From an optimization exercise on the open Yosys and OpenROAD flow, aimed at small area; shortcuts taken in it are not production practice. At most, simulation tests tie the RTL to the original design; equivalence was not proved. Power figures rest on the tool's default switching activity, not on a simulated workload. The flow treats the clock pin as an ideal source, which a real chip does not have.

Design fht8v_timeslot, start of the top module:
module fht8v_timeslot (
  input  wire        clk,
  input  wire        rst,
  input  wire        tick_valid,
  output wire        tick_ready,
  input  wire [15:0] tick_temp,       
  input  wire        tick_radio_ok,   
  input  wire        cmd_valid,
  output wire        cmd_ready,
  input  wire [2:0]  cmd_op,
  input  wire [3:0]  cmd_group,       
  input  wire [7:0]  cmd_a,
  input  wire [7:0]  cmd_b,
  input  wire [3:0]  cmd_opc,
  output reg         rsp_valid,
  input  wire        rsp_ready,
  output reg  [1:0]  rsp_code,
  output wire [47:0] rsp_msg,
  output wire [1:0]  rsp_mode,
  output wire [15:0] rsp_cnt,
  output wire [7:0]  rsp_sc,
  output wire [3:0]  rsp_count,
  output wire        rsp_panic,
  output wire [7:0]  rsp_freeze,
  output wire [15:0] rsp_last_temp,
  output wire [31:0] rsp_tick,
  output wire [31:0] rsp_last_enq,
  output reg         ev_valid,
  input  wire        ev_ready,
  output reg  [1:0]  ev_kind,         
  output wire [2:0]  ev_group,
  output wire [47:0] ev_msg,
  output wire [31:0] ev_tick
);
Settings: LEC_CHECK=0, CAP_MARGIN=20, CORE_MARGIN=2, CORE_UTILIZATION=60, SLEW_MARGIN=20; clock period 10.0 ns.
standard.sh (not shown) runs the stock make flow with config.mk's settings and CLKGATE_MAP_FILE= SYNTH_SCRIPT=/design/flow/synth_recipe.tcl, a recipe that flattens the netlist after the stock synthesis.
==> flow/flow/run.sh <==
#!/bin/bash
set -euo pipefail
export BUFFER_PORTS_ARGS="-buffer_cell sky130_fd_sc_hd__buf_1"
export CTS_ARGS="-sink_clustering_enable -repair_clock_nets -dont_use_dummy_load"
bash standard.sh > standard.log 2>&1
==> next run, changes <==
==> flow/run.sh (new file) <==
#!/bin/bash
# synth_recipe.tcl (not shown) runs the flow's synth.tcl, then flattens the netlist and writes it again
# the make line also repeats each setting of config.mk as NAME=value (left out here)
make -C /OpenROAD-flow-scripts/flow DESIGN_CONFIG=/design/flow/config.mk WORK_HOME=/design/flow/orfs CLKGATE_MAP_FILE= SYNTH_SCRIPT=/design/flow/synth_recipe.tcl finish
- CORE_UTILIZATION: 60 -> 40
removed: flow/flow/run.sh
removed: flow/standard.sh
=>
- fmax went down by roughly a tenth
- wire length grows by a little under a tenth
- final area climbs by roughly a tenth
- first-iteration DRC count went down by about a fifth
- register-to-register slack degrades by 20 ps
- count of clock-buffer cells in the layout is higher by 28
- synthesized area is unchanged
- setup slack gets worse by 730 ps
- via count is about the same
==> next run, changes <==
- CORE_UTILIZATION: 40 -> 60
- CTS_BUF_LIST: default -> sky130_fd_sc_hd__clkbuf_2 sky130_fd_sc_hd__clkbuf_4 sky130_fd_sc_hd__clkbuf_8
- CTS_CLUSTER_SIZE: default -> 20
After rerunning: Combinational power barely changes; area after synthesis stays the same; sequential power stays flat; routed wire length goes down by 2.2%; register-to-register slack improved by 80 ps; total power falls by 6.3%; design area drops by 2.1%; cell count fell by 6.0%; sequential cell count is unchanged; clock skew stays flat.
==> next run, changes <==
==> flow/flow/run.sh (new file) <==
#!/bin/bash
set -euo pipefail
export BUFFER_PORTS_ARGS="-buffer_cell sky130_fd_sc_hd__buf_1"
export CTS_ARGS="-sink_clustering_enable -repair_clock_nets -dont_use_dummy_load -buf_list {sky130_fd_sc_hd__clkbuf_8 sky130_fd_sc_hd__clkbuf_16} -sink_clustering_size 30 -sink_clustering_max_diameter 120"
bash standard.sh > standard.log 2>&1
==> flow/standard.sh (new file) <==
#!/bin/bash
# synth_recipe.tcl (not shown) runs the flow's synth.tcl, then flattens the netlist and writes it again
# the make line also repeats each setting of config.mk as NAME=value (left out here)
make -C /OpenROAD-flow-scripts/flow DESIGN_CONFIG=/design/flow/config.mk WORK_HOME=/design/flow/orfs CLKGATE_MAP_FILE= SYNTH_SCRIPT=/design/flow/synth_recipe.tcl "${@:-finish}"
- CTS_BUF_LIST: sky130_fd_sc_hd__clkbuf_2 sky130_fd_sc_hd__clkbuf_4 sky130_fd_sc_hd__clkbuf_8 -> default
- CTS_CLUSTER_SIZE: 20 -> default
removed: flow/run.sh
Global-route usage goes down by 2.4 points.
Clock-buffer cell count goes down by 123.
Via count shrinks by a few percent.
==> next run, changes <==
==> flow/run.sh (new file) <==
#!/bin/bash
# synth_recipe.tcl (not shown) runs the flow's synth.tcl, then flattens the netlist and writes it again
# the make line also repeats each setting of config.mk as NAME=value (left out here)
make -C /OpenROAD-flow-scripts/flow DESIGN_CONFIG=/design/flow/config.mk WORK_HOME=/design/flow/orfs CLKGATE_MAP_FILE= SYNTH_SCRIPT=/design/flow/synth_recipe.tcl finish
- CTS_BUF_LIST: default -> sky130_fd_sc_hd__clkbuf_4
removed: flow/flow/run.sh
removed: flow/standard.sh
Setup slack got worse by 720 ps.
Sequential share of layout area decreases by 8.2 points.
Hold slack is worse by 11 ps.
Utilization increases by 9.9 points.
Design area went up by 15%.
Synthesized cell count stays the same.
Via count went up by 8.5%.
Routed wire length increases by 9.4%.
Sequential power is about the same.

---

Setup of the baseline:
Another version of the RTL of fht8v_timeslot (not shown whole).
For scale: roughly 1400 cells after synthesis, ~660 flip-flops, roughly 19000 µm² of cells after synthesis.
==> flow/config.mk <==
export PLATFORM = sky130hd
export DESIGN_NAME = fht8v_timeslot
export DESIGN_NICKNAME = fht8v_timeslot
export VERILOG_FILES = /design/flow/design.v
export SDC_FILE = /design/flow/constraint.sdc
export NUM_CORES = 4
export LEC_CHECK = 0
export CAP_MARGIN = 20
export CORE_MARGIN = 2
export CORE_UTILIZATION = 75
export SLEW_MARGIN = 20
==> flow/constraint.sdc <==
create_clock -name core_clock -period 10.0 [get_ports {clk}]
set_input_delay 2.0000 -clock core_clock [delete_from_list [all_inputs] [get_ports {clk}]]
set_output_delay 2.0000 -clock core_clock [all_outputs]
set_load 0.01 [all_outputs]
==> flow/flow/run.sh <==
#!/bin/bash
# The standard layout (standard.sh), with these changes:
#  - synthesis: synth_recipe.tcl as it is, but with the logic mapped by an
#    area-oriented abc script and adder extraction limited to full adders
#    (flow/synth.tcl); the registers come out as in the standard synthesis;
#  - the port buffers are made from the smallest buffer cell, buf_1;
#  - the clock tree uses clkbuf_16 over clusters of up to 36 registers and no
#    dummy loads.
# The full output of the layout goes to standard.log; ORFS keeps each step's
# own log under orfs/logs.
set -euo pipefail
here=$(pwd)
export AREA_ABC_SCRIPT="$here/flow/abc_area.script"
export FLOW_SYNTH_TCL="$here/synth_recipe.tcl"
export BUFFER_PORTS_ARGS="-buffer_cell sky130_fd_sc_hd__buf_1"
export CTS_ARGS="-sink_clustering_enable -repair_clock_nets -dont_use_dummy_load -buf_list {sky130_fd_sc_hd__clkbuf_16} -sink_clustering_size 36 -sink_clustering_max_diameter 70"
sed -e "s#SYNTH_SCRIPT=[^ ]*#SYNTH_SCRIPT=$here/flow/synth.tcl#" standard.sh > own.sh
grep -q "SYNTH_SCRIPT=$here/flow/synth.tcl" own.sh
bash own.sh > standard.log 2>&1
==> flow/flow/abc_area.script <==
strash
&get -n
&st
&deepsyn -T 40
&dch -f
&nf -R 1000
&put
topo
==> flow/flow/synth.tcl <==
# The standard flow's synthesis script (synth_recipe.tcl) unchanged, except that:
#  - the abc call maps the logic with an area-oriented script
#    (flow/abc_area.script) that leaves gate sizing to the layout;
#  - adder extraction looks for full adders only (no half adders).
proc abc {args} {
  set i [lsearch -exact $args -script]
  if { $i >= 0 } { lset args [expr {$i + 1}] $::env(AREA_ABC_SCRIPT) }
  yosys abc {*}$args
}
proc extract_fa {args} {
  if { [lsearch -exact $args -ha] < 0 && [lsearch -exact $args -fa] < 0 } { lappend args -fa }
  yosys extract_fa {*}$args
}
source $::env(FLOW_SYNTH_TCL)
Modified inputs, the candidate compared to the baseline
- CORE_UTILIZATION now 60, was 75
--- a/flow/flow/run.sh
+++ b/flow/flow/run.sh
@@ -7 +7 @@
-#  - the clock tree uses clkbuf_16 over clusters of up to 36 registers and no
+#  - the clock tree uses clkbuf_16 over clusters of up to 30 registers and no
@@ -16 +16 @@
-export CTS_ARGS="-sink_clustering_enable -repair_clock_nets -dont_use_dummy_load -buf_list {sky130_fd_sc_hd__clkbuf_16} -sink_clustering_size 36 -sink_clustering_max_diameter 70"
+export CTS_ARGS="-sink_clustering_enable -repair_clock_nets -dont_use_dummy_load -buf_list {sky130_fd_sc_hd__clkbuf_16} -sink_clustering_size 30 -sink_clustering_max_diameter 80"
In summary, the candidate completed successfully, with a layout that passed the timing, DRC and antenna checks.
Count of clock-net buffers in the final layout grows by more than 10% when moving from the baseline to the candidate.
Of the candidate and the baseline, it is the candidate that has the higher design area.
The candidate ends up with a synthesis-to-finish area growth that is 1.0 points higher than in the baseline.
Between the candidate and the baseline, the difference in final net count is negligible.
Looking at clock network power, the candidate sits above the baseline.
Core util | the candidate vs the baseline | the candidate lower

---

old:
Another version of the RTL of fht8v_timeslot (not shown whole).
Size: roughly 1400 cells after synthesis, roughly 660 flip-flops, roughly 310 I/O pins, ~0.019 mm² of cells after synthesis.
export LEC_CHECK = 0
export CAP_MARGIN = 20
export CORE_MARGIN = 2
export CORE_UTILIZATION = 60
export SLEW_MARGIN = 20
create_clock -name core_clock -period 10.0 [get_ports {clk}]
==> flow/flow/run.sh <==
#!/bin/bash
# The standard layout (standard.sh), with these changes:
#  - synthesis: synth_recipe.tcl as it is, but with the logic mapped by an
#    area-oriented abc script and adder extraction limited to full adders
#    (flow/synth.tcl); the registers come out as in the standard synthesis;
#  - the port buffers are made from the smallest buffer cell, buf_1;
#  - the clock tree uses clkbuf_16 over clusters of up to 24 registers and no
#    dummy loads.
# The full output of the layout goes to standard.log; ORFS keeps each step's
# own log under orfs/logs.
set -euo pipefail
here=$(pwd)
export AREA_ABC_SCRIPT="$here/flow/abc_area.script"
export FLOW_SYNTH_TCL="$here/synth_recipe.tcl"
export BUFFER_PORTS_ARGS="-buffer_cell sky130_fd_sc_hd__buf_1"
export CTS_ARGS="-sink_clustering_enable -repair_clock_nets -dont_use_dummy_load -buf_list {sky130_fd_sc_hd__clkbuf_16} -sink_clustering_size 24 -sink_clustering_max_diameter 100"
sed -e "s#SYNTH_SCRIPT=[^ ]*#SYNTH_SCRIPT=$here/flow/synth.tcl#" standard.sh > own.sh
grep -q "SYNTH_SCRIPT=$here/flow/synth.tcl" own.sh
bash own.sh > standard.log 2>&1
Scripts as last shown in full above: flow/flow/abc_area.script, flow/flow/synth.tcl
The final layout from old, which completed every stage, passed the timing, DRC and antenna checks at the end of the flow.
The following lists how new was set up differently from old:
diff --git a/flow/flow/run.sh b/flow/flow/run.sh
--- a/flow/flow/run.sh
+++ b/flow/flow/run.sh
@@ -7 +7 @@
-#  - the clock tree uses clkbuf_16 over clusters of up to 24 registers and no
+#  - the clock tree uses clkbuf_16 over clusters of up to 30 registers and no
@@ -16 +16 @@
-export CTS_ARGS="-sink_clustering_enable -repair_clock_nets -dont_use_dummy_load -buf_list {sky130_fd_sc_hd__clkbuf_16} -sink_clustering_size 24 -sink_clustering_max_diameter 100"
+export CTS_ARGS="-sink_clustering_enable -repair_clock_nets -dont_use_dummy_load -buf_list {sky130_fd_sc_hd__clkbuf_16} -sink_clustering_size 30 -sink_clustering_max_diameter 80"
- new finished end to end and its layout was clean on timing, DRC and antenna.
- The run with more setup slack is old; new has less.
- Of new and old, the run reporting the lower share of the core filled with cells was new.
- new vs. old: chip width shows no meaningful change, xor and xnor area share after synthesis shows an increase of 0.24 points.
- new: transition time of the tightest slew-check pin is 0.13 ns higher than what old reported.
- Compared with old, the detailed router inserted more vias in new.
- new vs. old: number of DRC markers after the initial detailed-route iteration has increased; CTS buffer count fell about 16%.
No run of this note included a check of the RTL's function; only the layout flow was run.

separate check: timing with driven ports:
How much do the figures lean on ideal ports? The routed layouts below were timed once more, with nothing changed but the port constraints.
Step 1 (the two cells are an assumption about what drives the block):
set clk [get_ports {clk}]
set_driving_cell -lib_cell sky130_fd_sc_hd__clkbuf_16 $clk
set_driving_cell -lib_cell sky130_fd_sc_hd__buf_2 [delete_from_list [all_inputs] $clk]
Step 2 adds t to the input delays and takes it off the output delays; t is the mean of the earliest and latest rising clock arrival at the registers after step 1. Input paths then give back, and output paths get back, about the clock's delay inside the block.
Three values: no drivers, after step 1, after step 2; two values: the first two.
run | t, ns | setup WS [ns] | hold WS [ns] | worst data-port slew with drivers (ns)
the first run of note 1 | 0.634 | 3.831 / 3.773 / 3.791 | 0.281 / 0.281 / 0.281 | 0.08
the second run of note 1 | 0.672 | 3.097 / 3.038 / 3.038 | 0.319 / 0.319 / 0.319 | 0.09
the third run of note 1 | 0.700 | 3.106 / 3.054 / 3.054 | 0.299 / 0.299 / 0.299 | 0.10
the fourth run of note 1 | 0.617 | 3.838 / 3.785 / 3.785 | 0.299 / 0.299 / 0.299 | 0.08
the fifth run of note 1 | 0.851 | 3.117 / 3.064 / 3.064 | 0.289 / 0.289 / 0.289 | 0.10
the baseline | 0.590 | 1.927 / 1.878 / 2.049 | 0.315 / 0.315 / 0.315 | 0.08
the candidate | 0.598 | 1.985 / 1.933 / 2.033 | 0.313 / 0.313 / 0.313 | 0.09
old | 0.619 | 2.018 / 1.964 / 2.488 | 0.303 / 0.303 / 0.303 | 0.08
new | 0.597 | 1.960 / 1.910 / 2.259 | 0.286 / 0.286 / 0.286 | 0.09
After both steps setup and hold are still met in every run listed. The setup slack of the second run of note 1, which loses most, moves by -0.059 ns with the drivers and by -0.059 ns with both steps.
